From an optimization exercise on the open Yosys and OpenROAD flow, aimed at small area; shortcuts taken in it are not production practice.
Only simulation tests tie the RTL to the original design; equivalence was not proved.

==> flow/design.v <==
module aht25_crc8 (
    input  wire [18:0] h,
    input  wire [17:0] t,
    output wire [7:0]  crc
);
    assign crc[0] = ~(h[1] ^ h[3] ^ h[4] ^ h[5] ^ h[11] ^ h[12] ^ h[13] ^ h[14] ^ h[18] ^ t[0] ^ t[3] ^ t[4] ^ t[6] ^ t[9] ^ t[10] ^ t[11] ^ t[14] ^ t[15]);
    assign crc[1] = ~(h[2] ^ h[4] ^ h[5] ^ h[6] ^ h[12] ^ h[13] ^ h[14] ^ h[15] ^ t[1] ^ t[4] ^ t[5] ^ t[7] ^ t[10] ^ t[11] ^ t[12] ^ t[15] ^ t[16]);
    assign crc[2] = ~(h[0] ^ h[3] ^ h[5] ^ h[6] ^ h[7] ^ h[13] ^ h[14] ^ h[15] ^ h[16] ^ t[2] ^ t[5] ^ t[6] ^ t[8] ^ t[11] ^ t[12] ^ t[13] ^ t[16] ^ t[17]);
    assign crc[3] = ~(h[1] ^ h[4] ^ h[6] ^ h[7] ^ h[8] ^ h[14] ^ h[15] ^ h[16] ^ h[17] ^ t[3] ^ t[6] ^ t[7] ^ t[9] ^ t[12] ^ t[13] ^ t[14] ^ t[17]);
    assign crc[4] = h[1] ^ h[2] ^ h[3] ^ h[4] ^ h[7] ^ h[8] ^ h[9] ^ h[11] ^ h[12] ^ h[13] ^ h[14] ^ h[15] ^ h[16] ^ h[17] ^ t[0] ^ t[3] ^ t[6] ^ t[7] ^ t[8] ^ t[9] ^ t[11] ^ t[13];
    assign crc[5] = ~(h[0] ^ h[1] ^ h[2] ^ h[8] ^ h[9] ^ h[10] ^ h[11] ^ h[15] ^ h[16] ^ h[17] ^ t[0] ^ t[1] ^ t[3] ^ t[6] ^ t[7] ^ t[8] ^ t[11] ^ t[12] ^ t[15]);
    assign crc[6] = h[1] ^ h[2] ^ h[3] ^ h[9] ^ h[10] ^ h[11] ^ h[12] ^ h[16] ^ h[17] ^ h[18] ^ t[1] ^ t[2] ^ t[4] ^ t[7] ^ t[8] ^ t[9] ^ t[12] ^ t[13] ^ t[16];
    assign crc[7] = ~(h[0] ^ h[2] ^ h[3] ^ h[4] ^ h[10] ^ h[11] ^ h[12] ^ h[13] ^ h[17] ^ h[18] ^ t[2] ^ t[3] ^ t[5] ^ t[8] ^ t[9] ^ t[10] ^ t[13] ^ t[14] ^ t[17]);
endmodule
module aht25_div25_step (
    input  wire [4:0] r,        
    input  wire       b,        
    output wire       qb,       
    output wire [4:0] ro        
);
    wire [5:0] t = {r, b};
    wire b1 = ~t[0];
    wire b2 = ~t[1] & b1;
    wire b3 = ~t[2] & b2;
    wire b4 = ~t[3] | b3;
    wire b5 = ~t[4] | b4;
    assign qb    = t[5] | ~b5;
    assign ro[0] = t[0] ^ qb;
    assign ro[1] = t[1] ^ (qb & b1);
    assign ro[2] = t[2] ^ (qb & b2);
    assign ro[3] = t[3] ^ (qb & ~b3);
    assign ro[4] = t[4] ^ (qb & ~b4);
endmodule
module aht25_convert (
    input  wire [24:0] x,
    input  wire        c,
    output wire [19:0] q
);
    wire [25:0] y = {1'b0, x} + 26'd12 + {25'd0, c};
    wire [4:0]  r [0:26];
    wire [25:0] qq;
    assign r[26] = 5'd0;
    genvar i;
    generate
        for (i = 25; i >= 0; i = i - 1) begin : g_step
            aht25_div25_step u_step (.r(r[i+1]), .b(y[i]), .qb(qq[i]), .ro(r[i]));
        end
    endgenerate
    assign q = qq[19:0];
endmodule
module aht25_engine (
    input  wire        clk,
    input  wire        rst,             
    input  wire        ev_connect,
    input  wire        ev_read,
    input  wire        ev_write,
    input  wire        ev_disconnect,
    input  wire [6:0]  address,
    input  wire        write_intent,    
    input  wire [7:0]  data,
    input  wire [31:0] hum,             
    input  wire [31:0] temp,            
    output reg         ack,
    output reg  [7:0]  rdata
);
    localparam [7:0] STATUS = 8'h18;
    reg        measuring;
    reg [2:0]  read_index;
    reg [1:0]  write_index;
    reg        prefix_ok;       
    reg [18:0] raw_h;           
    reg [21:0] temp_m;          
    wire [24:0] hum_x  = hum[23] ? {1'b1, hum[22:0], 1'b0} : {2'b01, hum[22:0]};
    wire [24:0] temp_x = {4'b0001, temp_m[21:1]};
    wire [24:0] div_x  = ev_read ? temp_x : hum_x;
    wire        div_c  = ev_read & temp_m[0];
    wire [19:0] div_q;
    aht25_convert u_convert (
        .x (div_x),
        .c (div_c),
        .q (div_q)
    );
    wire [17:0] raw_t = div_q[17:0];
    wire [7:0]  crc;
    aht25_crc8 u_crc (
        .h   (raw_h),
        .t   (raw_t),
        .crc (crc)
    );
    reg [7:0] frame_byte;
    always @(*) begin
        case (read_index)
            3'd1:    frame_byte = {1'b1, raw_h[18:12]};
            3'd2:    frame_byte = raw_h[11:4];
            3'd3:    frame_byte = {raw_h[3:0], 2'b01, raw_t[17:16]};
            3'd4:    frame_byte = raw_t[15:8];
            3'd5:    frame_byte = raw_t[7:0];
            3'd6:    frame_byte = crc;
            default: frame_byte = STATUS;
        endcase
    end
    wire trigger = (write_index == 2'd2) && prefix_ok && (data == 8'h33);
    always @(posedge clk) begin
        ack   <= ev_connect ? (address == 7'h38) : 1'b1;
        rdata <= measuring ? frame_byte : STATUS;
        if (ev_write && trigger) begin
            raw_h  <= div_q[18:0];
            temp_m <= temp[22:1];
        end
        if (rst) begin
            measuring   <= 1'b0;
            read_index  <= 3'd0;
            write_index <= 2'd0;
        end else if (ev_connect) begin
            if (address == 7'h38 && measuring)
                read_index <= 3'd0;
        end else if (ev_read) begin
            if (measuring) begin
                read_index <= read_index + 3'd1;
                if (read_index == 3'd7)
                    measuring <= 1'b0;
            end
        end else if (ev_write) begin
            case (write_index)
                2'd0: begin
                    if (data == 8'hBA) begin
                        measuring <= 1'b0;           
                    end else begin
                        write_index <= 2'd1;
                        prefix_ok   <= (data == 8'h00);
                    end
                end
                2'd1: begin
                    write_index <= 2'd2;
                    prefix_ok   <= prefix_ok & (data == 8'hAC);
                end
                default: begin
                    write_index <= 2'd0;
                    if (trigger)
                        measuring <= 1'b1;
                end
            endcase
        end
    end
endmodule
==> flow/run.sh <==
#!/bin/bash
# synth_recipe.tcl (not shown) runs the flow's synth.tcl, then flattens the netlist and writes it again
# the make line also repeats each setting of config.mk as NAME=value (left out here)
make -C /OpenROAD-flow-scripts/flow DESIGN_CONFIG=/design/flow/config.mk WORK_HOME=/design/flow/orfs CLKGATE_MAP_FILE= SYNTH_SCRIPT=/design/flow/synth_recipe.tcl finish
==> flow/config.mk <==
export PLATFORM = sky130hd
export DESIGN_NAME = aht25_engine
export DESIGN_NICKNAME = aht25_engine
export VERILOG_FILES = /design/flow/design.v
export SDC_FILE = /design/flow/constraint.sdc
export NUM_CORES = 4
export LEC_CHECK = 0
export ABC_AREA = 1
export CAP_MARGIN = 20
export CORE_MARGIN = 2
export CORE_UTILIZATION = 40
export SLEW_MARGIN = 20
==> flow/constraint.sdc <==
create_clock -name core_clock -period 30.0 [get_ports {clk}]
set_input_delay 6.0000 -clock core_clock [delete_from_list [all_inputs] [get_ports {clk}]]
set_output_delay 6.0000 -clock core_clock [all_outputs]
set_load 0.01 [all_outputs]
==> results of run 1 <==
[cells in the mapped netlist (all sizes together)]
cell     count
nand2      303
inv        121
nand3      114
xor2        98
nor2        61
xnor2       58
edfxtp      42
ha          28
o21ai       28
a21oi       21
dfxtp       15
nand4       15
buf         14
o21bai       8
or2          7
a221oi       6
nor3         6
clkbuf       5
and2         4
a41oi        3
a211oi       2
a22oi        2
nand3b       2
o211ai       2
a2111oi      1
a221o        1
a22o         1
and3         1
clkinv       1
nor4         1
o2111ai      1
o22ai        1
o41ai        1
or3          1
or4          1
[state kept, by name, summed over array words and instances, names as in the netlist]
register and count:
ack 1, measuring 1, prefix_ok 1, raw_h 19
rdata 8, read_index 3, temp_m 22, write_index 2
[final timing paths]
kind,depth (start not counted),to,slack (ns),start
hold / removal,2,read_index[1],0.51,read_index[1]
setup / recovery,144,rdata[5],2.48,ev_read
hold reg to reg,2,read_index[1],0.51,read_index[1]
setup reg to reg,141,rdata[5],8.62,temp_m[1]
[critical path, delay by kind of cell]
family          cells  cell delay [ns]
compound gates      4             0.56
buf+inv            23             2.36
xor+xnor           10             1.86
simple gates       86            11.39
fa+ha+maj          21             5.54
[layer usage]
layer,part of all wire [%],track usage [%],up-vias,wire [um]
li1,-,-,3290,-
met1,48,24.78,2727,7888
met2,45,29.19,148,7343
met3,5.0,3.778,22,823
met4,1.5,4.639,0,252
met5,0,0,-,0
[stage by stage]
step / cells / utilization, % / setup WS, ns
after floorplan: 976 / - / 5.414
after CTS: 1275 / 47.87 / 1.707
after global routing: 1276 / 48.13 / 0.07512
after global placement: 1259 / 46.15 / 1.571
after detailed placement: 1259 / 46.15 / 1.394
final: 1276 / 48.13 / 2.482
[logic make-up after synthesis]
family / synth area share (%)
AND/OR/NAND/NOR: 37.79
XOR/XNOR: 19.38
buffers and inverters: 8.771
AO/OA/AOI/OAI: 7.095
flip-flops: 22.03
adder cells (fa/ha/maj): 4.942
[area by class of cell]
type / instances / share of cell area (%)
repair buffers: 77 / 9.244
clock buffers: 11 / 2.916
well taps: 225 / 3.382
inverters: 122 / 5.561
flip-flops and latches: 57 / 18.76
clock inverters: 5 / 0.6614
multi-input cells: 779 / 59.48
==> summary.txt, run 1 <==
- The run finished with no timing, DRC or antenna violations.
- The top cell types in the final layout, fill and taps aside, are nand2_1 (248), inv_1 (115), xor2_1 (98).
- The type of the tightest min-delay check is reg2reg.
- The maximum clock skew at final layout is 0.007676 ns.
- The total area of multi-input combinational cells is about 5000 sq um.
- The relative area change from synthesis to final layout is 17.42%.
- Synthesis inferred 57 register bits.
- In this design, the stage delay of the slowest critical-path cell is 0.47 ns.
- The warning count from the yosys run is 2.
- The number of buffers created by CTS is 9.
- The final count of hold timing violations is 0.
- The data arrival time of the critical path is 27.78 ns.
- The number of gates resized after CTS was 0.
- The final weighted congestion of routability-driven global placement is around 0.85.
- The global-route wire length before repair is 27290 um.
- The smallest hold slack is 0.5063 ns.
- Detailed placement finished with a half-perimeter wire length of 13030 um.
- The tree is rooted in a clkbuf_16.
- The number of hold buffers added after CTS was 0.
- Dividing the detail-routed via count by the number of cells gives 4.849.
- At the worst endpoint, the required time is 30.26 ns.
- The tree built by TritonCTS fans out to 57 sinks.
- For this block, the initial DRC count from the detailed router was 321.
- From bottom edge to top edge, the die measures approximately 140 um.
- The initial antenna violation count is 0.
- The cell area after synthesis is about 7000 sq um.
- The most common cell after layout, fill and taps aside is nand2_1.
- Row generation in the floorplan step produced 48 rows.
- The floorplan step set the die width to approximately 140 um.
- Clock-pin slew was measured on the worst setup and hold paths at 0.06 ns.
- The number of primary I/O pins is 95.
- The proportion of synthesized chip area in sequential cells is 22.03%.
- The routed design has ~16000 um of wire.
- The average footprint of a synthesized cell is 7.264 sq um.
- In the final timing run, aggregate negative setup slack is 0 ns.
- Counting distinct cell types in the post-synthesis netlist gives 57.
- The floorplan step defined a die boundary enclosing roughly 19000 sq um.
- The number of antenna cells inserted is 0.
- In this run the standard cell core region covers about 17000 sq um.
- The total setup violations reported at the end of the flow is 0.
- Along the worst path, the maximum fanout reaches 29.
- The detail route stage leaves a number of antenna-violating nets equal to 0.
- The number of setup buffers added after CTS is 0.
- The biggest area contributor in the post-synthesis netlist is edfxtp_1.
- The element type at the critical path end is a flop.
- The post-detailed-route wirelength per cell is 12.78 um.
- Across the run, the number of max-cap violations was 0.
- Setup repair after global routing left no endpoint under its margin.
- The starting density of the core is about two fifths.
- At the pin with the least slew margin, the transition time is 0.9481 ns.
- After detailed placement, the total cell area comes to 7983 sq um.
- Across the whole layout, storage elements account for 1562 sq um.
- The share of the synthesized area in the top cell type is 17.79%.
- The gate count of the mapped netlist is 976.
- The total vias in the final route is a little over 6000.
- Counting along the longest clock path gives a buffer depth of 2.
- The critical path start-end classification is in2reg.
- In the routed design, unresolved DRC markers number 0.
- At the later pin of the worst-skew pair, clock insertion delay measures 0.34 ns.
- Counting the fill cells in the layout gives 1709.
- The count of final max-slew check failures came to 0.
- The via count of the first global-routing pass was 5687.
- The combined global-route utilization of all metal layers is 18.17%.
- The total overflow left after global routing is 0.
- The master of the slowest instance on the critical path is clkdlybuf4s50_1.
- The maximum number of pins on one net before global-route repair is 42.
- TritonCTS built the clock tree.
- Yosys attributes the largest share of cell area to edfxtp_1 (18%), nand2_1 (13%), xor2_1 (12%).
- The layout cell share with drive strength beyond 1 is 13.61%.
- Dividing the final minimum period by the clock period gives approximately nine tenths.
- The net count after synthesis is about 1100.
- Based on the critical path, the design can be clocked at up to ~0.036 GHz.
- Measured against its own limit, the worst slew margin works out to 36.69%.
- Port buffering added 74 buffers.
- For this run, the post-layout net count is 1160.
- The final design instance area without fill is between 8000 and 9000 sq um.
- The pre-antenna-repair detailed-routing pass consisted of 6 iterations.
- The worst setup path is launched from an input port.
- The number of H-tree branching levels is 3.
- The clock period minus final worst setup slack is 27.52 ns.
- By instance count, the cell type seen most on the critical path is ha_1.
==> run 2, diff against run 1 <==
--- a/flow/design.v
+++ b/flow/design.v
@@ -38,13 +38,11 @@
 );
-    wire [25:0] y = {1'b0, x} + 26'd12 + {25'd0, c};
-    wire [4:0]  r [0:26];
-    wire [25:0] qq;
-    assign r[26] = 5'd0;
+    wire [24:0] y = x + 25'd12 + {24'd0, c};
+    wire [4:0]  r [0:20];
+    assign r[20] = y[24:20];
     genvar i;
     generate
-        for (i = 25; i >= 0; i = i - 1) begin : g_step
-            aht25_div25_step u_step (.r(r[i+1]), .b(y[i]), .qb(qq[i]), .ro(r[i]));
+        for (i = 19; i >= 0; i = i - 1) begin : g_step
+            aht25_div25_step u_step (.r(r[i+1]), .b(y[i]), .qb(q[i]), .ro(r[i]));
         end
     endgenerate
-    assign q = qq[19:0];
 endmodule
==> flow/flow/run.sh (new file) <==
#!/bin/bash
# Layout flow: the standard flow, with two changes:
#  - synthesis maps the logic with an area-oriented ABC script (flow/area.abc) in place of
#    ORFS's; everything else in synthesis (and so every register) is as synth_recipe.tcl makes it;
#  - the port buffers are sky130_fd_sc_hd__buf_1.
# Each tool's output is in orfs/logs/; make's own output is in flow.log.
set -euo pipefail
W=$(pwd)
cat > "$W/area_synth.tcl" <<TCL
proc abc {args} {
  set i [lsearch -exact \$args -script]
  if {\$i >= 0} { lset args [expr {\$i + 1}] {$W/flow/area.abc} }
  yosys abc {*}\$args
}
source {$W/synth_recipe.tcl}
TCL
sed "s#SYNTH_SCRIPT=[^ ]*#SYNTH_SCRIPT=$W/area_synth.tcl#" "$W/standard.sh" > "$W/area_standard.sh"
bash "$W/area_standard.sh" "BUFFER_PORTS_ARGS=-buffer_cell sky130_fd_sc_hd__buf_1" finish > "$W/flow.log" 2>&1
==> flow/flow/area.abc (new file) <==
strash
&get -n
&st
&dch -f
&nf -a -R 1000
&st
&syn2
&dch -f
&nf -a -R 1000
&put
==> flow/standard.sh (new file) <==
#!/bin/bash
# synth_recipe.tcl (not shown) runs the flow's synth.tcl, then flattens the netlist and writes it again
# the make line also repeats each setting of config.mk as NAME=value (left out here)
make -C /OpenROAD-flow-scripts/flow DESIGN_CONFIG=/design/flow/config.mk WORK_HOME=/design/flow/orfs CLKGATE_MAP_FILE= SYNTH_SCRIPT=/design/flow/synth_recipe.tcl "${@:-finish}"
--- a/flow/config.mk
+++ b/flow/config.mk
@@ -11,2 +11,4 @@
 export CORE_UTILIZATION = 40
+export CTS_BUF_LIST = sky130_fd_sc_hd__clkbuf_4 sky130_fd_sc_hd__clkbuf_8
+export CTS_CLUSTER_SIZE = 10
 export SLEW_MARGIN = 20
removed: flow/run.sh
==> run 2 against run 1 <==
Critical path depth down 16. Final cell count decreased by 28%. Clock-buffer cell count increased by 1. Routed wire length shrank 16%. Register-to-register slack worse by 0.80 ns. Fmax is 1.6% lower. Still clean.
==> summary.txt, run 2 <==
- The deepest clock path buffer count came to 2 (unchanged).
- The final count of hold timing violations was 0 (unchanged).
- In the layout the commonest cells are xnor2_1 (93), buf_1 (73), nand2_1 (65).
- The worst setup path is captured at a flop.
- The number of violations reported at the end of detailed-routing iteration 0 was 183 (-43%).
- The cell area after synthesis is 5385 sq um (-24%).
- The CTS sink count came to 57 (unchanged).
- The worst setup path is launched from an input port.
- The number of enable flip-flop cells after synthesis is 42 (unchanged).
- The share of the synthesized area in the top cell type came to 23.42% (+5.6 points).
- The total setup violations reported at the end of the flow came to 0 (unchanged).
- The count of unique library cells instantiated by Yosys came to 50 (-12%).
- The maximum clock skew at final layout is 0.01399 ns (+0.006315 ns).
- The average footprint of a synthesized cell is 8.427 sq um (+16%).
- The area of the die came to 14410 sq um (-23%).
- The clock latency on the worst-skew pair is 0.35 ns (about the same).
- The HPWL reported at the end of detailed placement is 10750 um (-17%).
- The overall die width is 120.0 um (-12%).
- The most common cell after layout, fill and taps aside is xnor2_1.
- The number of storage elements in the synthesis netlist is 57 (unchanged).
- The number of primary I/O pins is 95 (unchanged).
- The clock tree from TritonCTS is built.
- The cell type contributing the most total cell area after synthesis is edfxtp_1.
- The total placed instance area was 6025 sq um (-25%).
- The number of maximum-capacitance violations is 0 (unchanged).
- The type of the tightest min-delay check is reg2reg.
- The clock period minus final worst setup slack was 27.97 ns (+0.4483 ns).
- The starting density of the core is 40.83% (-0.16 points).
- The area growth from synthesis to layout is 17.89%.
- The root buffer cell chosen for the clock tree is clkbuf_8.
- The worst relative slew slack is 56.68% (+20 points).
- The combined global-route utilization of all metal layers was 19.12% (+0.96 points).
- The data required time of the worst path came to 30.25 ns (about the same).
- The aggregate routed wire length was 13690 um (-16%).
- The maximum single-stage delay on the critical path is 0.44 ns (-0.03 ns).
- The run finished with no timing, DRC or antenna violations.
- The count of final max-slew check failures was 0 (unchanged).
- The fraction of registers with async set or reset after synthesis was 0% (unchanged).
- The clock transition at the register clock pins on the worst setup and hold paths after CTS is 0.07 ns (about the same).
- The proportion of synthesized chip area in sequential cells is 29.00% (+7.0 points).
- The final weighted congestion of routability-driven global placement is 0.8682 (+1.6%).
- The critical path starts at ev_read.
- The total congestion overflow is 0 (unchanged).
- The average via count per standard cell is 5.374 (+11%).
- The share of the cycle needed by the critical path after routing is 93.22% (+1.5 points).
- The post-detailed-route wirelength per cell is 14.82 um (+16%).
- The register name with the most flops is temp_m.
- The initial antenna violation count is 0 (unchanged).
- The DRC violation count after routing came to 0 (unchanged).
- The number of buffers created by CTS is 9 (unchanged).
- The number of buffers inserted by port buffering is 74 (unchanged).
- The post-detailed-route count of antenna-violating nets is 0 (unchanged).
- The launching point of the worst reg2reg path is temp_m[1].
- The highest net fanout along the worst path came to 13 (-55%).
- The final design instance area without fill is 6349 sq um (-24%).
- The maximum number of pins on one net before global-route repair is 42 (unchanged).
- The largest registers in the layout are temp_m x22, raw_h x19, rdata x8.
- The critical path is of the in2reg type.
- By area the synthesized netlist is led by edfxtp_1 (23%), xnor2_1 (15%), xor2_1 (6.7%).
- The net count after synthesis is 752 (-31%).
- The slew of the pin with the lowest slew margin was 0.6484 ns (-0.2996 ns).
- The core region area is 13190 sq um (-24%).
- The data arrival time of the critical path came to 28.22 ns (+0.44 ns).
- The number of antenna cells inserted is 0 (unchanged).
- The detailed-routing iteration count for the pre-antenna-repair pass is 6 (unchanged).
- Ranked by instance count, the synthesized netlist is headed by xnor2_1 (94), nand2_1 (69), nor2_1 (57).
- Among all cell types in the netlist, the one instantiated most often is xnor2_1.
- The startpoint identified for the worst hold timing path is read_index[1].
- The height of the die is 120.0 um (-12%).
- The warning count from the yosys run came to 2 (unchanged).
- The gate count of the mapped netlist was 639 (-35%).
- The master of the slowest instance on the critical path is or3b_1.
- The final net count is 856 (-26%).
- The prevailing post-synth register cell is edfxtp_1.
- The layout cell share with drive strength beyond 1 is 7.888% (-5.7 points).
- The total vias in the final route is 4966 (-20%).
- The number of H-tree branching levels came to 3 (unchanged).
- The end-of-flow core utilization came to 48.13% (about the same).
- The global-route wire length before repair came to 21990 um (-19%).
- The top achievable clock speed is 0.03576 GHz (-1.6%).
- The via count of the first global-routing pass is 4679 (-18%).
- The number of buffers added to fix hold violations after cts is 0 (unchanged).
- The flip-flop count of the largest register, all copies and words added came to 22 (unchanged).
- The standard-cell row count is 42 (-13%).
run 2: path summary, 6_finish.rpt:
kind / endpoint / slack, ns / cells after the start
min reg2reg: read_index[1] / 0.50 / 2
min: read_index[1] / 0.50 / 2
max: rdata[4] / 2.03 / 128
max reg2reg: rdata[4] / 7.82 / 125
run 2: through the flow:
| step | setup slack (ns) | TNS, ns | cells | hold WS, ns |
|---|---|---|---|---|
| 3_3_place_gp | 0.9519 | 0 | 907 | 0.4860 |
| 4_1_cts | 0.6393 | 0 | 923 | 0.5014 |
| 3_5_place_dp | 0.4259 | 0 | 907 | 0.4910 |
| 5_1_grt | -0.08782 | -0.1598 | 924 | 0.5490 |
| 6_report | 2.034 | 0 | 924 | 0.5049 |
| 2_1_floorplan | 1.120 | 0 | 639 | 0.4624 |
run 2: what timing repair did:
| action | CTS | global route |
|---|---|---|
| resized for setup | 0 | 30 |
| buffers inserted | 0 | 1 |
| endpoints found under the setup margin | 0 | 8 |
run 2: layout make-up:
cell class	instances	area, sq um
fillers	1270	6842
multi-input cells	561	3869
flip-flops and latches	57	1562
repair buffers	93	425.4
well taps	176	220.2
clock buffers	12	146.4
inverters	21	82.58
clock inverters	4	43.79
run 2: layer usage:
| metal | vias to the layer above | GRT usage [%] | share of wire (%) |
|---|---|---|---|
| met5 | - | 0 | 0 |
| li1 | 2524 | - | - |
| met1 | 2283 | 24.37 | 46 |
| met4 | 0 | 6.985 | 1.8 |
| met3 | 20 | 3.375 | 4.9 |
| met2 | 139 | 32.35 | 47 |
run 2: critical path: cells and delay by family:
kind | cells | cell delay [ns]
buffers and inverters | 12 | 1.69
and+or+nand+nor | 68 | 10.41
adders and majority gates | 19 | 4.56
xor gates and xnor gates | 15 | 2.75
AOI/OAI and AO/OA | 14 | 2.84
run 2: cells by family (layout without fill, tap and decap cells):
family                   count (synthesis)  count (layout)  share of synthesized area, %
buffers and inverters                   21             130                         1.464
AO/OA/AOI/OAI                          157             157                         19.05
AND/OR/NAND/NOR                        238             238                         21.49
adder cells (fa/ha/maj)                 27              27                         6.273
XOR/XNOR                               135             135                         21.96
flip-flops                              57              57                         29.00
multiplexers                             4               4                        0.7667
==> run 3, diff against run 2 <==
--- a/flow/config.mk
+++ b/flow/config.mk
@@ -13,2 +13,3 @@
 export CTS_CLUSTER_SIZE = 10
+export GPL_TIMING_DRIVEN = 0
 export SLEW_MARGIN = 20
==> run 3 against run 2 <==
Synthesized cell count unchanged. Worst setup slack worse by 0.037 ns. Sequential share of layout area down 0.35 points. Critical endpoint is now rdata[5]. Highest routed layer unchanged.
==> summary.txt, run 3 <==
- The final net count is 855 (-0.12%).
- The post-detailed-route wirelength per cell is 14.40 um (-2.8%).
- The clock latency on the worst-skew pair is 0.36 ns (about the same).
- The HPWL reported at the end of detailed placement is 10530 um (-2.1%).
- The clock period minus final worst setup slack was 28.00 ns (+0.03662 ns).
- The combined global-route utilization of all metal layers is 18.90% (-0.22 points).
- The deepest clock path buffer count came to 2 (unchanged).
- The overall die width was 120.0 um (unchanged).
- The total congestion overflow was 0 (unchanged).
- Of all cell types, the one taking the most synthesized area is edfxtp_1.
- The maximum single-stage delay on the critical path was 0.44 ns (about the same).
- Sorting the synthesized cells by area gives the leading types as edfxtp_1 (23%), xnor2_1 (15%), xor2_1 (6.7%).
- The final design instance area without fill is 6440 sq um (+1.4%).
- The maximum number of pins on one net before global-route repair is 24 (-43%).
- The final count of hold timing violations is 0 (unchanged).
- The fraction of registers with async set or reset after synthesis is 0% (unchanged).
- The placement-stage worst setup slack is -5.652 ns (-6.078 ns).
- The starting density of the core is 40.83% (unchanged).
- The detailed-routing iteration count for the pre-antenna-repair pass came to 5 (-1).
- The total setup violations reported at the end of the flow is 0 (unchanged).
- The count of final max-slew check failures is 0 (unchanged).
- The CTS sink count is 57 (unchanged).
- The number of buffers inserted by port buffering is 74 (unchanged).
- The data arrival time of the critical path was 28.28 ns (+0.06 ns).
- The most common cell after layout, fill and taps aside is xnor2_1.
- The number of buffers added to fix hold violations after cts is 0 (unchanged).
- Counting instances in the post-synthesis netlist gives the leading cell types as xnor2_1 (94), nand2_1 (69), nor2_1 (57).
- The gate count of the mapped netlist is 639 (unchanged).
- The total vias in the final route was 4944 (-0.44%).
- The clock transition at the register clock pins on the worst setup and hold paths after CTS is 0.07 ns (about the same).
- The most used flip-flop cell after synthesis is edfxtp_1.
- The cell at the root of the clock tree is clkbuf_8.
- The top achievable clock speed is 0.03571 GHz (-0.13%).
- The number of buffers created by CTS was 9 (unchanged).
- The average footprint of a synthesized cell was 8.427 sq um (unchanged).
- The maximum clock skew at final layout was 0.01006 ns (-0.003927 ns).
- The proportion of synthesized chip area in sequential cells came to 29.00% (unchanged).
- The number of storage elements in the synthesis netlist is 57 (unchanged).
- The initial antenna violation count is 0 (unchanged).
- The worst relative slew slack is 55.48% (-1.2 points).
- The aggregate routed wire length was 13290 um (-2.9%).
- The number of enable flip-flop cells after synthesis is 42 (unchanged).
- The critical path in this run is classified as in2reg.
- The area of the die came to 14410 sq um (unchanged).
- The filler-free cell count of the finished design is 923 (-0.11%).
- The register name with the most flops is temp_m.
- The height of the die is 120.0 um (unchanged).
- The number of violations reported at the end of detailed-routing iteration 0 came to 279 (+52%).
- The layout cell share with drive strength beyond 1 was 10.44% (+2.6 points).
- The largest registers in the layout are temp_m x22, raw_h x19, rdata x8.
- The DRC violation count after routing is 0 (unchanged).
- The standard-cell row count is 42 (unchanged).
- The count of unique library cells instantiated by Yosys is 50 (unchanged).
- The launching element type of the critical path is an input port.
- The cell area after synthesis is 5385 sq um (unchanged).
- Among all cell types in the netlist, the one instantiated most often is xnor2_1.
- The data required time of the worst path is 30.28 ns (+0.03 ns).
- The slew of the pin with the lowest slew margin is 0.6609 ns (+0.01245 ns).
- The flip-flop count of the largest register, all copies and words added is 22 (unchanged).
- The end-of-flow core utilization is 48.82% (+0.69 points).
- The average via count per standard cell is 5.356 (-0.34%).
- The element type at the critical path end is a flop.
- The share of the synthesized area in the top cell type was 23.42% (unchanged).
- The number of H-tree branching levels is 3 (unchanged).
- The global-route wire length before repair came to 21760 um (-1.0%).
- The final critical-path setup slack is 1.997 ns (-0.03662 ns).
- The core region area came to 13190 sq um (unchanged).
- The type of the tightest min-delay check is reg2reg.
- The warning count from the yosys run was 2 (unchanged).
- The relative area change from synthesis to final layout is 19.59%.
- The cell count after placement was 896 (-1.2%).
- The library cell appearing most often on the critical path is ha_1.
- In the layout the commonest cells are xnor2_1 (94), buf_1 (72), nand2_1 (59).
- The share of the cycle needed by the critical path after routing is 93.34% (+0.12 points).
- The net count after synthesis is 752 (unchanged).
- The number of antenna cells inserted is 0 (unchanged).
- The master of the slowest instance on the critical path is or3b_1.
- The highest net fanout along the worst path is 7 (-6).
- The final weighted congestion of routability-driven global placement is 0.8638 (-0.51%).
- The via count of the first global-routing pass was 4640 (-0.83%).
- The number of maximum-capacitance violations is 0 (unchanged).
- The total placed instance area came to 5932 sq um (-1.5%).
- TritonCTS built the clock tree.
- The flow ran to the end and the layout has no timing, DRC or antenna violations.
- The number of primary I/O pins is 95 (unchanged).
- The post-detailed-route count of antenna-violating nets is 0 (unchanged).
==> run 3: final cells by class <==
type | instances | area, sq um
Fill cell | 1262 | 6750
Multi-Input combinational cell | 561 | 3981
Sequential cell | 57 | 1562
Timing Repair Buffer | 92 | 400.4
Tap cell | 176 | 220.2
Clock buffer | 9 | 123.9
Inverter | 21 | 91.34
Clock inverter | 7 | 61.31
==> run 3: worst max-delay path, delay by kind of cell <==
family	cells	cell delay (ns)
XOR/XNOR	17	2.87
buffers and inverters	8	1.00
AND/OR/NAND/NOR	68	11.03
adder cells (fa/ha/maj)	20	4.66
AO/OA/AOI/OAI	13	2.69
==> run 3: final timing paths <==
check,end,start,slack (ns),cells past startpoint
setup reg to reg,rdata[5],temp_m[1],7.77,124
hold reg to reg,read_index[1],read_index[1],0.50,2
hold / removal,read_index[1],read_index[1],0.50,2
setup / recovery,rdata[5],hum[23],2.00,126
==> run 3: cells by family (layout without fill, tap and decap cells) <==
kind of cell               after synthesis  count (layout)  share of synthesized area [%]
adders and majority gates               27              27                          6.273
xor gates and xnor gates               135             135                          21.96
buffers and inverters                   21             129                          1.464
DFF                                     57              57                          29.00
AOI/OAI and AO/OA                      157             157                          19.05
and+or+nand+nor                        238             238                          21.49
muxes                                    4               4                         0.7667
==> run 3: per-layer routing <==
layer / global-route usage (%) / up-vias / share of wire, %
li1: - / 2529 / -
met1: 24.95 / 2269 / 47
met2: 30.65 / 133 / 46
met3: 3.992 / 13 / 5.4
met4: 6.471 / 0 / 1.7
met5: 0 / - / 0
==> run 3: timing repair <==
action	CTS	global route
setup endpoints to repair	12	9
gates resized for setup	28	36
endpoints found under the hold margin	0	0
pin swaps	3	5
setup buffers	3	8
==> run 3: through the flow <==
step	setup TNS [ns]	hold WS [ns]
floorplan	0	0.4624
global route	-0.1747	0.5359
detailed placement	-49.36	0.4938
global placement	-41.35	0.4838
finish	0	0.5021
CTS	0	0.5018
==> run 4, diff against run 3 <==
--- a/flow/config.mk
+++ b/flow/config.mk
@@ -11,4 +11,4 @@
 export CORE_UTILIZATION = 40
-export CTS_BUF_LIST = sky130_fd_sc_hd__clkbuf_4 sky130_fd_sc_hd__clkbuf_8
-export CTS_CLUSTER_SIZE = 10
+export CTS_BUF_LIST = sky130_fd_sc_hd__clkbuf_4
+export CTS_CLUSTER_SIZE = 8
 export GPL_TIMING_DRIVEN = 0
==> run 4 against run 3 <==
Final area decreased by 1.1%. Routed wire length decreased by 0.84%. Largest cell class unchanged. Critical path depth decreased by 1. Highest routed layer unchanged.
==> summary.txt, run 4 <==
- The flip-flop count of the largest register, all copies and words added came to 22 (unchanged).
- The share of the cycle needed by the critical path after routing came to 93.19% (-0.15 points).
- The layout cell share with drive strength beyond 1 is 10.32% (-0.12 points).
- The final critical-path setup slack is 2.042 ns (+0.04417 ns).
- The launching element type of the critical path is an input port.
- The average footprint of a synthesized cell is 8.427 sq um (unchanged).
- The number of storage elements in the synthesis netlist is 57 (unchanged).
- The total placed instance area was 5932 sq um (unchanged).
- The area of the die came to 14410 sq um (unchanged).
- Among the stages of the critical path, the cell type that occurs most often is ha_1.
- The CTS sink count is 57 (unchanged).
- The height of the die is 120.0 um (unchanged).
- The via count of the first global-routing pass was 4652 (+0.26%).
- The number of antenna cells inserted is 0 (unchanged).
- The cell count after placement is 896 (unchanged).
- The clock period minus final worst setup slack is 27.96 ns (-0.04417 ns).
- The aggregate routed wire length was 13180 um (-0.84%).
- The number of buffers added to fix hold violations after cts is 0 (unchanged).
- The proportion of synthesized chip area in sequential cells was 29.00% (unchanged).
- The cell area after synthesis is 5385 sq um (unchanged).
- The DRC violation count after routing was 0 (unchanged).
- The combined global-route utilization of all metal layers was 18.83% (-0.071 points).
- The total of fill cells in the finished design came to 1264 (+0.16%).
- The total setup violations reported at the end of the flow is 0 (unchanged).
- The fraction of registers with async set or reset after synthesis is 0% (unchanged).
- The deepest clock path buffer count came to 2 (unchanged).
- The net count after synthesis is 752 (unchanged).
- The highest net fanout along the worst path is 7 (unchanged).
- The met3 layer usage reported by global route is 3.042% (-0.95 points).
- Leaving out fill and tap cells, the most frequent cell in the layout is xnor2_1.
- The total congestion overflow is 0 (unchanged).
- The overall die width was 120.0 um (unchanged).
- The number of enable flip-flop cells after synthesis is 42 (unchanged).
- The clock tree from TritonCTS is built.
- In the layout the commonest cells are xnor2_1 (93), buf_1 (72), nand2_1 (59).
- The final design instance area without fill is 6369 sq um (-1.1%).
- The worst relative slew slack is 55.48% (unchanged).
- The standard-cell row count is 42 (unchanged).
- The data required time of the worst path was 30.34 ns (+0.06 ns).
- Ranked by instance count, the synthesized netlist is headed by xnor2_1 (94), nand2_1 (69), nor2_1 (57).
- The detailed-routing iteration count for the pre-antenna-repair pass is 7 (+2).
- The average via count per standard cell is 5.343 (-0.26%).
- The initial antenna violation count is 0 (unchanged).
- The run finished with no timing, DRC or antenna violations.
- The met2 global-route usage is 30.50% (-0.14 points).
- The number of primary I/O pins is 95 (unchanged).
- The final count of hold timing violations is 0 (unchanged).
- Among all stages on the critical path, the largest delay is contributed by or3b_1.
- The count of unique library cells instantiated by Yosys is 50 (unchanged).
- The total area of multi-input combinational cells is 3975 sq um (-0.16%).
- In the post-synthesis netlist, the biggest area contributors are edfxtp_1 (23%), xnor2_1 (15%), xor2_1 (6.7%).
- The slew of the pin with the lowest slew margin is 0.6609 ns (-0.0000003576 ns).
- The HPWL reported at the end of detailed placement is 10530 um (unchanged).
- The leading cell type by number of instances after synthesis is xnor2_1.
- The maximum number of pins on one net before global-route repair is 24 (unchanged).
- temp_m holds more flip-flops than any other register.
- The smallest hold slack is 0.5063 ns (+0.004245 ns).
- The maximum single-stage delay on the critical path is 0.44 ns (about the same).
- The post-detailed-route count of antenna-violating nets is 0 (unchanged).
- The global-route met1 utilization is 24.89% (-0.059 points).
- The largest registers in the layout are temp_m x22, raw_h x19, rdata x8.
- The data arrival time of the critical path is 28.30 ns (+0.02 ns).
- The critical path is of the in2reg type.
- The post-detailed-route wirelength per cell came to 14.30 um (-0.73%).
- The share of the synthesized area in the top cell type was 23.42% (unchanged).
- The core region area is 13190 sq um (unchanged).
- Setup repair after global routing left no endpoint under its margin.
- The final weighted congestion of routability-driven global placement came to 0.8638 (unchanged).
- The gate count of the mapped netlist is 639 (unchanged).
- The count of final max-slew check failures is 0 (unchanged).
- The placement-stage worst setup slack is -5.652 ns (unchanged).
- STA classifies the critical path endpoint as a flop.
- The total vias in the final route was 4926 (-0.36%).
- The prevailing post-synth register cell is edfxtp_1.
- The maximum clock skew at final layout is 0.01823 ns (+0.008164 ns).
- The largest total area in the synthesized netlist belongs to edfxtp_1.
- The tree is rooted in a clkbuf_4.
- The area taken by flip-flops and latches came to 1562 sq um (unchanged).
- The number of maximum-capacitance violations is 0 (unchanged).
- The number of buffers inserted by port buffering is 74 (unchanged).
- The warning count from the yosys run is 2 (unchanged).
- The global routing's busiest layer is met2.
- The worst hold path belongs to the class reg2reg.
- The number of H-tree branching levels is 3 (unchanged).
- The number of buffers created by CTS is 9 (unchanged).
- The final net count is 854 (-0.12%).
- The number of violations reported at the end of detailed-routing iteration 0 came to 312 (+12%).
- The global-route wire length before repair is 21710 um (-0.22%).
- The relative area change from synthesis to final layout is 18.26%.
- The clock latency on the worst-skew pair came to 0.43 ns (+0.07 ns).
- The top achievable clock speed is 0.03577 GHz (+0.16%).
- The starting density of the core is 40.83% (unchanged).
- The filler-free cell count of the finished design is 922 (-0.11%).
- The clock transition at the register clock pins on the worst setup and hold paths after CTS was 0.10 ns (+0.03 ns).
## run 4: cell types whose count changed in the layout (fill, tap and decap cells not counted), sizes merged
| cell | before | now |
|---|---|---|
| buf | 91 | 90 |
| inv | 2 | 3 |
| clkinv | 23 | 22 |
## run 4: cells by family after synthesis
logic type      count (synthesis)  share of synthesized area (%)
simple gates                  238                          21.49
compound gates                157                          19.05
xor+xnor                      135                          21.96
flops                          57                          29.00
fa+ha+maj                      27                          6.273
buf+inv                        21                          1.464
mux                             4                         0.7667
## run 4: worst paths after layout
| path | depth (start not counted) | end | from | slack [ns] |
|---|---|---|---|---|
| worst max register to register | 123 | rdata[5] | temp_m[1] | 7.74 |
| worst min register to register | 2 | read_index[1] | read_index[1] | 0.51 |
| worst max-delay path | 125 | rdata[5] | hum[23] | 2.04 |
| worst min-delay path | 2 | read_index[1] | read_index[1] | 0.51 |
## run 4: layout make-up
| type | count | share of cell area, % |
|---|---|---|
| repair buffers | 91 | 6.169 |
| well taps | 176 | 3.458 |
| multi-input cells | 561 | 62.42 |
| inverters | 21 | 1.415 |
| flip-flops and latches | 57 | 24.52 |
| clock buffers | 9 | 1.061 |
| clock inverters | 7 | 0.9627 |
## run 4: critical path: cells and delay by family
family	cells	cell delay, ns
compound gates	13	2.61
simple gates	69	11.10
xor+xnor	16	2.88
fa+ha+maj	19	4.64
buf+inv	8	0.98
## run 4: timing repair
action | in CTS | in global routing
endpoints found under the setup margin | 12 | 9
pin swaps | 3 | 4
resized for setup | 27 | 36
buffers inserted | 3 | 7
## run 4: routing by layer
layer | vias to the layer above | part of all wire [%]
met5 | - | 0
met4 | 0 | 2.2
met3 | 19 | 5.2
met2 | 151 | 46
met1 | 2224 | 47
li1 | 2532 | -
## run 4: through the flow
step	TNS, ns	utilization [%]
3_5_place_dp	-49.36	44.97
4_1_cts	0	46.91
6_report	0	48.28
5_1_grt	0	48.28
2_1_floorplan	0	-
3_3_place_gp	-41.35	44.60
==> run 5, diff against run 4 <==
--- a/flow/config.mk
+++ b/flow/config.mk
@@ -11,5 +11,2 @@
 export CORE_UTILIZATION = 40
-export CTS_BUF_LIST = sky130_fd_sc_hd__clkbuf_4
-export CTS_CLUSTER_SIZE = 8
-export GPL_TIMING_DRIVEN = 0
 export SLEW_MARGIN = 20
==> run 5 against run 4 <==
Sequential share of layout area is 0.30 points lower. Flip-flop and latch count stayed put. Clock skew is 0.0072 ns lower. Synthesized cell count stayed put. Via count is 0.63% higher. Fmax hardly changed. Register-to-register slack better by 0.13 ns. Die area stayed put. Final area is 1.2% higher. Clock-buffer cell count is 3 higher. Critical path type unchanged. Critical endpoint is now rdata[4]. Highest routed layer unchanged.
==> summary.txt, run 5 <==
- Sorting the synthesized cells by how often they occur yields xnor2_1 (94), nand2_1 (69), nor2_1 (57).
- From synthesis to final layout, the design area changed by 19.70%.
- The aggregate routed wire length is 13620 um (+3.3%).
- The largest registers in the layout are temp_m x22, raw_h x19, rdata x8.
- The average via count per standard cell is 5.365 (+0.41%).
- The data arrival time of the critical path is 28.13 ns (-0.17 ns).
- The global-route wire length before repair was 21960 um (+1.1%).
- The number of enable flip-flop cells after synthesis is 42 (unchanged).
- The total setup violations reported at the end of the flow came to 0 (unchanged).
- The maximum single-stage delay on the critical path came to 0.44 ns (about the same).
- The adder-cell share of the synthesized area is 6.273% (unchanged).
- The number of violations reported at the end of detailed-routing iteration 0 is 257 (-18%).
- The multiplexer share of the synthesized area was 0.7667% (unchanged).
- Summed over all instances, the cell type with the most area after synthesis is edfxtp_1.
- The warning count from the yosys run came to 2 (unchanged).
- The maximum clock skew at final layout was 0.01101 ns (-0.007215 ns).
- For this run, the leading register cell type out of synthesis is edfxtp_1.
- The post-detailed-route wirelength per cell is 14.74 um (+3.1%).
- The number of antenna cells inserted is 0 (unchanged).
- TritonCTS built the clock tree.
- The cell that appears most often on the critical path is nand2_1.
- The instance count on the critical path is 128 (+2.4%).
- The overall die width is 120.0 um (unchanged).
- The launching element type of the critical path is an input port.
- After synthesis, the largest family of logic cells by area is XOR/XNOR gates.
- The top achievable clock speed was 0.03580 GHz (about the same).
- The smallest hold slack came to 0.5031 ns (-0.003269 ns).
- The deepest clock path buffer count came to 2 (unchanged).
- The instance count along the most critical hold path was 2 (unchanged).
- The count of unique library cells instantiated by Yosys is 50 (unchanged).
- The height of the die is 120.0 um (unchanged).
- The fraction of registers with async set or reset after synthesis is 0% (unchanged).
- The CTS sink count is 57 (unchanged).
- The area of the die was 14410 sq um (unchanged).
- The HPWL reported at the end of detailed placement is 10750 um (+2.1%).
- The most common cell after layout, fill and taps aside is xnor2_1.
- The largest delay contributor family on the critical path is simple AND/OR/NAND/NOR gates.
- The flip-flop count of the largest register, all copies and words added is 22 (unchanged).
- The number of buffers and inverters on the critical path is 12 (+4).
- The cell at the root of the clock tree is clkbuf_16.
- The final weighted congestion of routability-driven global placement came to 0.8682 (+0.51%).
- The layout cell share with drive strength beyond 1 is 7.620% (-2.7 points).
- The gate count of the mapped netlist is 639 (unchanged).
- The worst relative slew slack is 55.12% (-0.35 points).
- The post-detailed-route count of antenna-violating nets is 0 (unchanged).
- The critical path start-end classification is in2reg.
- The clock period minus final worst setup slack is 27.93 ns (-0.02397 ns).
- The data required time of the worst path is 30.20 ns (-0.14 ns).
- The DRC violation count after routing is 0 (unchanged).
- The tightest min-delay check is of the reg2reg type.
- The average footprint of a synthesized cell was 8.427 sq um (unchanged).
- The share of the synthesized area in compound gates (AO/OA/AOI/OAI) is 19.05% (unchanged).
- The final net count is 856 (+0.23%).
- The count of final max-slew check failures came to 0 (unchanged).
- Yosys attributes the largest share of cell area to edfxtp_1 (23%), xnor2_1 (15%), xor2_1 (6.7%).
- The total congestion overflow is 0 (unchanged).
- The maximum number of pins on one net before global-route repair is 42 (+75%).
- The top cell types in the final layout, fill and taps aside, are xnor2_1 (93), buf_1 (73), nand2_1 (65).
- The clock transition at the register clock pins on the worst setup and hold paths after CTS is 0.05 ns (-0.05 ns).
- The share of the synthesized area in the top cell type was 23.42% (unchanged).
- The number of buffers added to fix hold violations after cts is 0 (unchanged).
- The number of maximum-capacitance violations came to 0 (unchanged).
- The initial antenna violation count is 0 (unchanged).
- The number of storage elements in the synthesis netlist is 57 (unchanged).
- The combined global-route utilization of all metal layers is 19.12% (+0.29 points).
- The highest net fanout along the worst path is 13 (+6).
- The final critical-path setup slack is 2.066 ns (+0.02397 ns).
- The element type at the critical path end is a flop.
- The cell area after synthesis is 5385 sq um (unchanged).
- The clock latency on the worst-skew pair is 0.33 ns (-0.10 ns).
- The detailed-routing iteration count for the pre-antenna-repair pass is 6 (-1).
- The proportion of synthesized chip area in sequential cells came to 29.00% (unchanged).
- The standard-cell row count came to 42 (unchanged).
- The total vias in the final route is 4957 (+0.63%).
- The starting density of the core came to 40.83% (unchanged).
- The via count of the first global-routing pass is 4667 (+0.32%).
- The master of the slowest instance on the critical path is or3b_1.
- The share of the cycle needed by the critical path after routing is 93.12% (about the same).
- The core region area came to 13190 sq um (unchanged).
- The number of primary I/O pins is 95 (unchanged).
- The number of buffers inserted by port buffering is 74 (unchanged).
- Counting flops per register, the top entry is temp_m.
- The net count after synthesis is 752 (unchanged).
- The number of H-tree branching levels was 3 (unchanged).
- The slew of the pin with the lowest slew margin is 0.6718 ns (+0.01090 ns).
- The final count of hold timing violations is 0 (unchanged).
- The share of the synthesized netlist area taken by xor and xnor gates is 21.96% (unchanged).
- The leading cell type by number of instances after synthesis is xnor2_1.
- The number of buffers created by CTS came to 9 (unchanged).
- The placement-stage worst setup slack is 0.4259 ns (+6.078 ns).
- The length in cells of the worst reg-to-reg path is 125 (+1.6%).
- The flow ran to the end and the layout has no timing, DRC or antenna violations.
- The post-synthesis share of cell area spent on and, or, nand and nor gates was 21.49% (unchanged).
-- run 5: cell counts after synthesis --
No cell type changed its count.
-- run 5: worst paths after layout --
kind                      start            end  slack, ns
setup / recovery        ev_read       rdata[4]       2.07
hold / removal    read_index[1]  read_index[1]       0.50
setup reg to reg      temp_m[1]       rdata[4]       7.87
hold reg to reg   read_index[1]  read_index[1]       0.50
-- run 5: tightest hold or removal path, cell delays in order, from the launching register on --
cell and delay, ns:
dfxtp_1 0.34, nand2_1 0.06, a21oi_1 0.05
-- run 5: timing repair --
item | in CTS | in global routing
resized for setup | 0 | 31
setup buffers | 0 | 1
endpoints found under the setup margin | 0 | 8
endpoints found under the hold margin | 0 | 0
-- run 5: kinds of logic (layout without fill, tap and decap cells) --
group                      Yosys count  in the layout
adders and majority gates           27             27
and+or+nand+nor                    238            238
AOI/OAI and AO/OA                  157            157
buffers and inverters               21            130
xor gates and xnor gates           135            135
muxes                                4              4
DFF                                 57             57
-- run 5: routing by layer --
| metal | global-route usage, % | vias to the layer above | share of wire, % | wire (um) |
|---|---|---|---|---|
| met5 | 0 | - | 0 | 0 |
| met4 | 5.588 | 0 | 1.4 | 195 |
| met3 | 4.135 | 18 | 5.1 | 701 |
| met2 | 32.46 | 135 | 47 | 6418 |
| met1 | 24.37 | 2279 | 46 | 6303 |
| li1 | - | 2525 | - | - |
-- run 5: per-stage QoR --
step | cell area, sq um | utilization (%) | setup TNS [ns] | std cells
after floorplan | 5385 | - | 0 | 639
after CTS | 6305 | 47.80 | 0 | 923
final | 6446 | 48.87 | 0 | 924
after detailed placement | 6025 | 45.67 | 0 | 907
after global routing | 6446 | 48.87 | -0.1111 | 924
after global placement | 6025 | 45.67 | 0 | 907
-- run 5: final cells by class --
class | instances | area (sq um)
inverters | 21 | 82.58
clock buffers | 12 | 236.5
fillers | 1262 | 6744
clock inverters | 4 | 43.79
well taps | 176 | 220.2
multi-input cells | 561 | 3876
flip-flops and latches | 57 | 1562
repair buffers | 93 | 425.4
==> run 6, diff against run 5 <==
--- a/flow/design.v
+++ b/flow/design.v
@@ -34,12 +34,18 @@
 module aht25_convert (
-    input  wire [24:0] x,
-    input  wire        c,
-    output wire [19:0] q
+    input  wire        sel_t,   
+    input  wire [31:0] hum,
+    input  wire [21:0] temp_m,  
+    output wire [18:0] q
 );
-    wire [24:0] y = x + 25'd12 + {24'd0, c};
-    wire [4:0]  r [0:20];
-    assign r[20] = y[24:20];
+    wire        e133  = hum[23];
+    wire [22:0] hum_x = e133 ? {1'b0, hum[20:0], 1'b0} : {3'b111, hum[19:0]};
+    wire [22:0] tmp_x = {2'b01, temp_m[21:1]};
+    wire [22:0] x     = sel_t ? tmp_x : hum_x;
+    wire [22:0] k     = sel_t ? {19'd0, 3'b110, temp_m[0]} : 23'h38000C;
+    wire [22:0] y     = x + k;
+    wire [4:0]  r [0:19];
+    assign r[19] = {1'b0, y[22:19]};
     genvar i;
     generate
-        for (i = 19; i >= 0; i = i - 1) begin : g_step
+        for (i = 18; i >= 0; i = i - 1) begin : g_step
             aht25_div25_step u_step (.r(r[i+1]), .b(y[i]), .qb(q[i]), .ro(r[i]));
@@ -70,13 +76,10 @@
     reg [21:0] temp_m;          
-    wire [24:0] hum_x  = hum[23] ? {1'b1, hum[22:0], 1'b0} : {2'b01, hum[22:0]};
-    wire [24:0] temp_x = {4'b0001, temp_m[21:1]};
-    wire [24:0] div_x  = ev_read ? temp_x : hum_x;
-    wire        div_c  = ev_read & temp_m[0];
-    wire [19:0] div_q;
+    wire [18:0] div_q;
     aht25_convert u_convert (
-        .x (div_x),
-        .c (div_c),
-        .q (div_q)
+        .sel_t  (ev_read),
+        .hum    (hum),
+        .temp_m (temp_m),
+        .q      (div_q)
     );
-    wire [17:0] raw_t = div_q[17:0];
+    wire [17:0] raw_t = div_q[17:0];    
     wire [7:0]  crc;
@@ -104,3 +107,3 @@
         if (ev_write && trigger) begin
-            raw_h  <= div_q[18:0];
+            raw_h  <= div_q;
             temp_m <= temp[22:1];
==> flow/flow/run.sh (replaced) <==
#!/bin/bash
# Layout flow: the standard flow (standard.sh), with two changes:
#  - synthesis maps the logic with area-oriented ABC scripts (flow/abc_*.abc) in place of
#    ORFS's abc_area.script: each is run on the same netlist and the smallest result is kept.
#    Everything else in synthesis, and so every register, is as synth_recipe.tcl makes it.
#  - the port buffers are sky130_fd_sc_hd__buf_1;
#  - make variables listed in flow/make_args.txt, if any, are added to the make command.
# Each tool's output is in orfs/logs/ (synthesis: orfs/logs/.../1_2_yosys.log, which also
# lists each script's area); make's own output is in flow.log.
set -euo pipefail
W=$(pwd)
cat > "$W/area_synth.tcl" <<TCL
set ::area_scripts [lsort [glob {$W/flow/abc_*.abc}]]
proc abc {args} {
  set i [lsearch -exact \$args -script]
  set li [lsearch -exact \$args -liberty]
  set lib [lindex \$args [expr {\$li + 1}]]
  design -save area_pre_abc
  set best_area ""
  set best_script ""
  foreach s \$::area_scripts {
    design -load area_pre_abc
    set a \$args
    lset a [expr {\$i + 1}] \$s
    yosys abc {*}\$a
    yosys tee -q -o {$W/abc_stat.txt} stat -liberty \$lib
    set f [open {$W/abc_stat.txt}]
    set txt [read \$f]
    close \$f
    regexp {Chip area for module '[^']*': ([0-9.]+)} \$txt -> area
    puts "area_synth: \$s gives \$area"
    if {\$best_area eq "" || \$area < \$best_area} {
      set best_area \$area
      set best_script \$s
      design -save area_best
    }
  }
  design -load area_best
  puts "area_synth: kept \$best_script (\$best_area)"
}
source {$W/synth_recipe.tcl}
TCL
sed "s#SYNTH_SCRIPT=[^ ]*#SYNTH_SCRIPT=$W/area_synth.tcl#" "$W/standard.sh" > "$W/area_standard.sh"
ARGS=("BUFFER_PORTS_ARGS=-buffer_cell sky130_fd_sc_hd__buf_1")
# further make variables, one per line
if [[ -f "$W/flow/make_args.txt" ]]; then
  while IFS= read -r line; do [[ -n "$line" ]] && ARGS+=("$line"); done < "$W/flow/make_args.txt"
fi
bash "$W/area_standard.sh" "${ARGS[@]}" finish > "$W/flow.log" 2>&1
==> flow/flow/abc_deep1.abc (new file) <==
strash
&get -n
&st
&deepsyn -T 60 -S 2
&dch -f
&nf -a -R 1000
&put
--- a/flow/config.mk
+++ b/flow/config.mk
@@ -8,5 +8,7 @@
 export ABC_AREA = 1
-export CAP_MARGIN = 20
+export CAP_MARGIN = 0
 export CORE_MARGIN = 2
 export CORE_UTILIZATION = 40
-export SLEW_MARGIN = 20
+export CTS_BUF_LIST = sky130_fd_sc_hd__clkbuf_4 sky130_fd_sc_hd__clkbuf_8
+export CTS_CLUSTER_SIZE = 10
+export SLEW_MARGIN = 0
removed: flow/flow/area.abc
==> run 6 against run 5 <==
Still clean on timing, DRC and antenna. Final cell count fell by 7.3%. Global-route usage rose by 0.14 points. Clock-buffer cell count fell by 1. Sequential share of layout area rose by 2.4 points. Worst setup slack improved by 0.29 ns. Flip-flop and latch count did not move. Final area fell by 8.9%. Critical endpoint unchanged. Hold slack improved by 0.0061 ns. Register-to-register slack improved by 0.18 ns. Largest cell class unchanged.
==> summary.txt, run 6 <==
- The register name with the most flops is temp_m.
- The fraction of registers with async set or reset after synthesis is 0% (unchanged).
- The net count after synthesis is 696 (-7.4%).
- The number of buffers inserted by port buffering was 72 (-2.7%).
- The library cell used most frequently in the layout, excluding fill and tap cells, is xnor2_1.
- The number of violations reported at the end of detailed-routing iteration 0 is 276 (+7.4%).
- The filler-free cell count of the finished design is 857 (-7.3%).
- The leading cell type by number of instances after synthesis is xnor2_1.
- The cell at the root of the clock tree is clkbuf_8.
- The element type at the critical path end is a flop.
- The prevailing post-synth register cell is edfxtp_1.
- The CTS sink count is 57 (unchanged).
- The core region area was 12110 sq um (-8.2%).
- The final net count was 799 (-6.7%).
- Setup repair after global routing left no endpoint under its margin.
- The number of storage elements in the synthesis netlist was 57 (unchanged).
- The combined global-route utilization of all metal layers is 19.27% (+0.14 points).
- The number of buffers added to fix hold violations after cts came to 0 (unchanged).
- The initial antenna violation count was 0 (unchanged).
- The cell count after placement is 838 (-7.6%).
- The deepest clock path buffer count came to 2 (unchanged).
- The number of maximum-capacitance violations was 0 (unchanged).
- The master of the slowest instance on the critical path is or3_1.
- The final count of hold timing violations is 0 (unchanged).
- The gate count of the mapped netlist is 582 (-8.9%).
- The HPWL reported at the end of detailed placement came to 9740 um (-9.4%).
- The highest net fanout along the worst path was 20 (+7).
- The aggregate routed wire length is 12370 um (-9.1%).
- The total area of multi-input combinational cells was 3390 sq um (-13%).
- The overall die width came to 115.9 um (-3.5%).
- The final weighted congestion of routability-driven global placement is 0.9471 (+9.1%).
- The top achievable clock speed is 0.03618 GHz (+1.1%).
- The proportion of synthesized chip area in sequential cells is 31.20% (+2.2 points).
- The run finished with no timing, DRC or antenna violations.
- The worst relative slew slack is 60.46% (+5.3 points).
- The total congestion overflow came to 0 (unchanged).
- The worst setup path is launched from an input port.
- The number of buffers created by CTS is 9 (unchanged).
- The clock tree from TritonCTS is built.
- The end-of-flow core utilization came to 48.46% (-0.41 points).
- After synthesis, the cell types taking the most area are edfxtp_1 (25%), xnor2_1 (14%), xor2_1 (7.4%).
- The maximum number of pins on one net before global-route repair came to 43 (+2.4%).
- The count of final max-slew check failures is 0 (unchanged).
- The data arrival time of the critical path was 27.88 ns (-0.25 ns).
- The relative area change from synthesis to final layout is 17.28%.
- The total of fill cells in the finished design is 1188 (-5.9%).
- The flip-flop count of the largest register, all copies and words added is 22 (unchanged).
- The DRC violation count after routing is 0 (unchanged).
- The post-detailed-route count of antenna-violating nets was 0 (unchanged).
- In the layout the commonest cells are xnor2_1 (82), nand2_1 (72), buf_1 (71).
- The post-detailed-route wirelength per cell is 14.44 um (-2.0%).
- The number of enable flip-flop cells after synthesis is 42 (unchanged).
- The area taken by flip-flops and latches is 1562 sq um (unchanged).
- The clock period minus final worst setup slack is 27.64 ns (-0.2915 ns).
- The total setup violations reported at the end of the flow came to 0 (unchanged).
- The maximum single-stage delay on the critical path came to 0.40 ns (-0.04 ns).
- The detailed-routing iteration count for the pre-antenna-repair pass is 9 (+3).
- The largest registers in the layout are temp_m x22, raw_h x19, rdata x8.
- The average footprint of a synthesized cell is 8.599 sq um (+2.0%).
- The data required time of the worst path is 30.24 ns (+0.04 ns).
- The standard-cell row count is 40 (-4.8%).
- The cell type contributing the most total cell area after synthesis is edfxtp_1.
- The warning count from the yosys run is 2 (unchanged).
- The layout cell share with drive strength beyond 1 is 5.951% (-1.7 points).
- The critical path start-end classification is in2reg.
- The cell area after synthesis is 5005 sq um (-7.1%).
- The clock latency on the worst-skew pair is 0.36 ns (+0.03 ns).
- The average via count per standard cell is 5.373 (+0.16%).
- The count of unique library cells instantiated by Yosys is 49 (-2.0%).
- The via count of the first global-routing pass is 4197 (-10%).
- The length in cells of the worst reg-to-reg path came to 121 (-3.2%).
- The starting density of the core is 41.32% (+0.50 points).
- The total vias in the final route is 4605 (-7.1%).
- The share of the synthesized area in the top cell type is 25.20% (+1.8 points).
- The global-route wire length before repair is 20250 um (-7.8%).
- The number of antenna cells inserted is 0 (unchanged).
- The start point of the worst hold path is read_index[1].
- The launching point of the worst reg2reg path is temp_m[6].
- The end of the worst register-to-register path is rdata[4].
- The share of the cycle needed by the critical path after routing is 92.14% (-0.97 points).
- The setup TNS is 0 ns (unchanged).
- The slew of the pin with the lowest slew margin is 0.5930 ns (-0.07872 ns).
- The number of H-tree branching levels is 3 (unchanged).
- The number of primary I/O pins is 95 (unchanged).
- By count the netlist is led by xnor2_1 (82), nand2_1 (74), nor2_1 (47).
- The clock transition at the register clock pins on the worst setup and hold paths after CTS is 0.08 ns (+0.03 ns).
- The area of the die was 13420 sq um (-6.8%).
- The maximum clock skew at final layout is 0.01871 ns (+0.007700 ns).
- The cell that appears most often on the critical path is ha_1.
- The height of the die was 115.9 um (-3.5%).
- The type of the tightest min-delay check is reg2reg.
- The reg-to-reg setup timing slack came to 8.05 ns (+0.18 ns).
- The instance count along the most critical hold path is 2 (unchanged).
- The path with the worst hold slack has its endpoint at read_index[1].
-- run 6: cell types whose count changed after synthesis, moves of 6 or more --
cell | before | now
o22ai_1 | 26 | 5
o21bai_1 | 16 | 1
a222oi_1 | 4 | 17
xnor2_1 | 94 | 82
nor2_1 | 57 | 47
and2_0 | 13 | 6
nand3_1 | 18 | 25
a22oi_1 | 0 | 6
o21ai_0 | 35 | 41
-- run 6: worst max-delay path by stage --
| stage | startpoint | endpoint | slack, ns | depth (start not counted) |
|---|---|---|---|---|
| 3_3_place_gp | ev_read | rdata[4] | 1.80 | 123 |
| 6_report | ev_read | rdata[4] | 2.36 | 125 |
| 5_1_grt | ev_read | rdata[4] | 0.001 | 126 |
| 2_1_floorplan | hum[23] | rdata[4] | 2.71 | 113 |
| 4_1_cts | ev_read | rdata[4] | 1.64 | 123 |
| 3_5_place_dp | ev_read | rdata[4] | 1.31 | 123 |
-- run 6: metrics by stage --
step	area, sq um	setup WS (ns)	hold slack [ns]
2_1_floorplan	5005	2.713	0.4428
3_3_place_gp	5612	1.800	0.4693
3_5_place_dp	5612	1.314	0.4787
4_1_cts	5819	1.644	0.4953
5_1_grt	5869	0.001407	0.5247
6_report	5869	2.357	0.5092
-- run 6: layer usage --
metal	global-route usage, %	wire length (um)	vias to the layer above
li1	-	-	2327
met1	25.89	5829	2129
met2	30.99	5706	134
met3	4.236	659	15
met4	6.190	178	0
met5	0	0	-
-- run 6: critical path: cells and delay by family --
kind | cells | cell delay (ns)
xor gates and xnor gates | 16 | 2.97
adders and majority gates | 17 | 4.38
buffers and inverters | 16 | 2.40
AOI/OAI and AO/OA | 17 | 3.31
and+or+nand+nor | 59 | 8.76
-- run 6: kinds of logic after synthesis --
family,share of synthesized area (%)
AO/OA/AOI/OAI,17.43
XOR/XNOR,21.70
adder cells (fa/ha/maj),7.000
buffers and inverters,1.575
flip-flops,31.20
multiplexers,0.4250
AND/OR/NAND/NOR,20.68
-- run 6: final cells by class --
class                           instances  area share [%]
Inverter                               21           1.343
Multi-Input combinational cell        504           57.75
Sequential cell                        57           26.60
Clock inverter                          4           1.172
Timing Repair Buffer                   92           7.184
Clock buffer                           11           2.366
Tap cell                              168           3.581
-- run 6: timing repair --
| item | 4_1_cts | 5_1_grt |
|---|---|---|
| setup endpoints to repair | 0 | 5 |
| gates resized for setup | 0 | 11 |
| buffers inserted | 0 | 4 |

## re-timing with driven ports
No port has a modelled driver above. Below, the same layouts with a new extraction and two added sets of constraints.
Step 1 (the two cells are an assumption about what drives the block):
set clk [get_ports {clk}]
set_driving_cell -lib_cell sky130_fd_sc_hd__clkbuf_16 $clk
set_driving_cell -lib_cell sky130_fd_sc_hd__buf_2 [delete_from_list [all_inputs] $clk]
Step 2 also shifts input and output timing later by t, the mid clock arrival at the registers, as if the neighbouring blocks saw the same clock.
a / b / c = no drivers / after step 1 / after step 2; a / b = the first two.
run	t (ns)	setup slack, ns	worst register clock-pin slew, ns	worst slew at a driven data input, ns
run 1	0.371	2.482 / 2.498 / 2.127	0.06 / 0.06	0.04
run 2	0.383	2.034 / 2.049 / 1.666	0.07 / 0.07	0.04
run 3	0.394	1.997 / 2.009 / 1.615	0.07 / 0.07	0.03
run 4	0.457	2.042 / 2.051 / 1.594	0.11 / 0.11	0.04
run 5	0.368	2.065 / 2.085 / 1.717	0.05 / 0.05	0.04
run 6	0.386	2.357 / 2.363 / 1.977	0.08 / 0.08	0.04
After both steps every run listed still meets setup and hold. The setup slack of run 4, which loses most, moves by +0.009 ns with the drivers and by -0.448 ns with both steps.
